Context: an optimization exercise on an open-source flow, tuned for small area. The choices shown serve that exercise and are no tape-out recipe.
The RTL was checked by simulation tests, not by an equivalence proof against the original design.

== v50 ==
## belt_core
module belt_core (
    input  wire        clk,
    input  wire        rst,
    output reg         mem_req,
    output reg         mem_we,
    output wire [15:0] mem_addr,
    output wire [15:0] mem_wdata,
    input  wire        mem_ready,
    input  wire [15:0] mem_rdata,
    output wire        halted,
    output wire [1:0]  result,
    output wire [15:0] pc_o,
    output wire [15:0] sp_o
);
clock: 10.0 ns
lec_check: 0
cap_margin: 0
core_margin: 2
core_utilization: 40
place_density: 0.6
slew_margin: 0
standard.sh (not shown) runs the stock make flow with config.mk's settings and CLKGATE_MAP_FILE= SYNTH_SCRIPT=/design/flow/synth_recipe.tcl, a recipe that flattens the netlist after the stock synthesis.
==> flow/flow/run.sh <==
#!/bin/bash
# Standard ORFS layout (the standard.sh), with two changes:
#  - ports are buffered with the smallest buffer, buf_1;
#  - CTS uses smaller clock buffers and inserts no dummy loads.
export BUFFER_PORTS_ARGS="-buffer_cell sky130_fd_sc_hd__buf_1"
export CTS_ARGS="-sink_clustering_enable -repair_clock_nets -dont_use_dummy_load -buf_list {sky130_fd_sc_hd__clkbuf_8} -sink_clustering_size 15 -sink_clustering_max_diameter 50"
bash standard.sh > standard.log 2>&1
## Diff of input files: v30 against v50
Settings: CAP_MARGIN changed from 0 to 20; SLEW_MARGIN changed from 0 to 20.
==> flow/flow/run.sh <==
#!/bin/bash
# The standard layout (standard.sh) with three changes:
#  1. after the standard synthesis, the combinational logic is mapped again
#     by ABC with an area-oriented script (flip-flops are kept as they are:
#     same cells, same names), see resyn below;
#  2. ports are buffered with the smallest buffer, buf_1;
#  3. CTS uses clkbuf_8 in clusters of at most 15 sinks and inserts no
#     dummy loads.
# Each tool writes its full output to a log file in this folder.
set -euo pipefail
export BUFFER_PORTS_ARGS="-buffer_cell sky130_fd_sc_hd__buf_1"
export CTS_ARGS="-sink_clustering_enable -repair_clock_nets -dont_use_dummy_load -buf_list {sky130_fd_sc_hd__clkbuf_8} -sink_clustering_size 15 -sink_clustering_max_diameter 50"

R=orfs/results/${FLOW_PLATFORM}/belt_core/base
LIB=${FLOW_HOME}/platforms/${FLOW_PLATFORM}/lib/sky130_fd_sc_hd__tt_025C_1v80.lib

# standard synthesis
bash standard.sh synth > synth.log 2>&1
cp $R/1_2_yosys.v 1_2_yosys_standard.v

# remap the combinational logic for area
DU=$(sed -n '/DONT_USE_CELLS += /,/^#/p' ${FLOW_HOME}/platforms/${FLOW_PLATFORM}/config.mk \
     | grep -o 'sky130_fd_sc_hd__[a-z0-9_]*' | sed 's/^/-dont_use /' | tr '\n' ' ')
SEQ=$(grep -o 'sky130_fd_sc_hd__[a-z0-9_]*' 1_2_yosys_standard.v | sort -u \
      | grep -E '__(df|edf|sdf|sedf|dl)' | tr '\n' ' ')
printf 'strash\n&get -n\n&deepsyn -T 40\n&put\ndch -f\nmap -a\nstrash\ndch -f\nmap -a\ntopo\n' > resyn.abc
cat > resyn.ys <<EOT
read_liberty -ignore_miss_func $LIB
blackbox $SEQ
read_verilog 1_2_yosys_standard.v
hierarchy -top ${FLOW_TOP}
flatten
opt_clean -purge
abc -liberty $LIB $DU -script resyn.abc
setundef -zero
splitnets
opt_clean -purge
hilomap -singleton -hicell sky130_fd_sc_hd__conb_1 HI -locell sky130_fd_sc_hd__conb_1 LO
insbuf -buf sky130_fd_sc_hd__buf_4 A X
opt_clean -purge
stat -liberty $LIB
write_verilog -noattr -nohex -nodec 1_2_yosys_resyn.v
EOT
yosys -s resyn.ys > resyn.log 2>&1
cp 1_2_yosys_resyn.v $R/1_2_yosys.v

# the rest of the flow (1_synth.odb is rebuilt from the new netlist)
bash standard.sh > standard.log 2>&1
==> comparison <==
NOTE final-stage net count v50->v30 increased by a few percent
v50 -> v30: average cell area after synthesis decreased by a little under 10%
The synthesized netlist net count on v50 is in line with that on v30.
Comparing v30 and v50, final critical delay including setup and external delays is higher on v30.
Going from v50 to v30, placeable core region shrank by a little under 10%.
The following lists how v51 was set up differently from v30:
==> flow/flow/run.sh <==
#!/bin/bash
# Standard ORFS layout (the standard.sh), with two changes:
#  - ports are buffered with the smallest buffer, buf_1;
#  - CTS uses smaller clock buffers and inserts no dummy loads.
export BUFFER_PORTS_ARGS="-buffer_cell sky130_fd_sc_hd__buf_1"
export CTS_ARGS="-sink_clustering_enable -repair_clock_nets -dont_use_dummy_load -buf_list {sky130_fd_sc_hd__clkbuf_4} -sink_clustering_size 8 -sink_clustering_max_diameter 30"
bash standard.sh > standard.log 2>&1
==> notes.md <==
Relative to v30, the area after synthesis measured on v51 has increased by a little under 10%. Of the two values seen for cell with the largest stage delay on the worst path, sky130_fd_sc_hd__a2111oi_0 was produced by v51 and sky130_fd_sc_hd__dfxtp_1 by v30. In v51, final weighted congestion of routability-driven global placement is lower than in v30. Diff v30 and v51: count of plain and timing-repair buffers lower in v51. v30 leaves less setup margin than v51. Diff v30 -> v51 | average cell area after synthesis | up by more than 10%. v51 can be clocked faster than v30. Relative to v30, the shortest period the worst path allows of v51 is lower by 1.25 ns. Total wirelength of the detailed-routed design on v51 is behind v30. | clock network area share | v30 vs v51 | ≈ equal |.

belt_core again, from the RTL that the note above started with.
export LEC_CHECK = 0
export CAP_MARGIN = 20
export CORE_MARGIN = 2
export CORE_UTILIZATION = 40
export PLACE_DENSITY = 0.6
export SLEW_MARGIN = 20
create_clock -name core_clock -period 10.0 [get_ports {clk}]
==> flow/flow/run.sh <==
#!/bin/bash
# Standard ORFS layout (the standard.sh), with two changes:
#  - ports are buffered with the smallest buffer, buf_1;
#  - CTS uses smaller clock buffers and inserts no dummy loads.
export BUFFER_PORTS_ARGS="-buffer_cell sky130_fd_sc_hd__buf_1"
export CTS_ARGS="-sink_clustering_enable -repair_clock_nets -dont_use_dummy_load -buf_list {sky130_fd_sc_hd__clkbuf_8} -sink_clustering_size 15 -sink_clustering_max_diameter 50"
bash standard.sh > standard.log 2>&1
Rerun with:
==> flow/flow/run.sh (replaced) <==
#!/bin/bash
# Standard ORFS layout (the standard.sh), with two changes:
#  - ports are buffered with the smallest buffer, buf_1;
#  - CTS uses smaller clock buffers and inserts no dummy loads.
export BUFFER_PORTS_ARGS="-buffer_cell sky130_fd_sc_hd__buf_1"
export CTS_ARGS="-sink_clustering_enable -repair_clock_nets -dont_use_dummy_load -buf_list {sky130_fd_sc_hd__clkbuf_4 sky130_fd_sc_hd__clkbuf_8} -sink_clustering_size 10 -sink_clustering_max_diameter 40"
bash standard.sh > standard.log 2>&1
What happened:
- global-route usage grows by 0.20 points
- die area stays the same
- cell count grows by 0.87%
- count of clock-buffer cells in the layout grows by 16
- wire length grows by about 0.8%

==> what the ideal ports hide <==
The results above use ideal ports. As a check the final layouts listed here were re-extracted and re-timed, cells and wires unchanged. Step 1 (the two cells are an assumption about what drives the block):
set clk [get_ports {clk}]
set_driving_cell -lib_cell sky130_fd_sc_hd__clkbuf_16 $clk
set_driving_cell -lib_cell sky130_fd_sc_hd__buf_2 [delete_from_list [all_inputs] $clk]
Step 2 times the ports against the registers' clock, not the clock port: input delays grow and output delays shrink by t, the midpoint of the rising clock arrivals with the driver on. a / b / c = ideal / step 1 / step 2; a / b = the first two.
run	t (ns)	setup WS [ns]	hold slack, ns	latest minus earliest clock arrival (ns)	pins driven straight from the clock port
v50	0.586	1.959 / 1.910 / 2.496	0.298 / 0.298 / 0.298	0.057 / 0.057	1
v30	0.571	0.739 / 0.692 / 1.263	0.288 / 0.288 / 0.288	0.102 / 0.101	1
v51	0.756	1.987 / 1.941 / 2.698	0.289 / 0.289 / 0.289	0.087 / 0.087	1
the first run of note 2	0.584	2.149 / 2.101 / 2.685	0.284 / 0.284 / 0.284	0.088 / 0.088	1
the second run of note 2	0.615	2.047 / 1.997 / 2.611	0.298 / 0.298 / 0.298	0.059 / 0.059	1
After both steps every run listed still meets setup and hold.
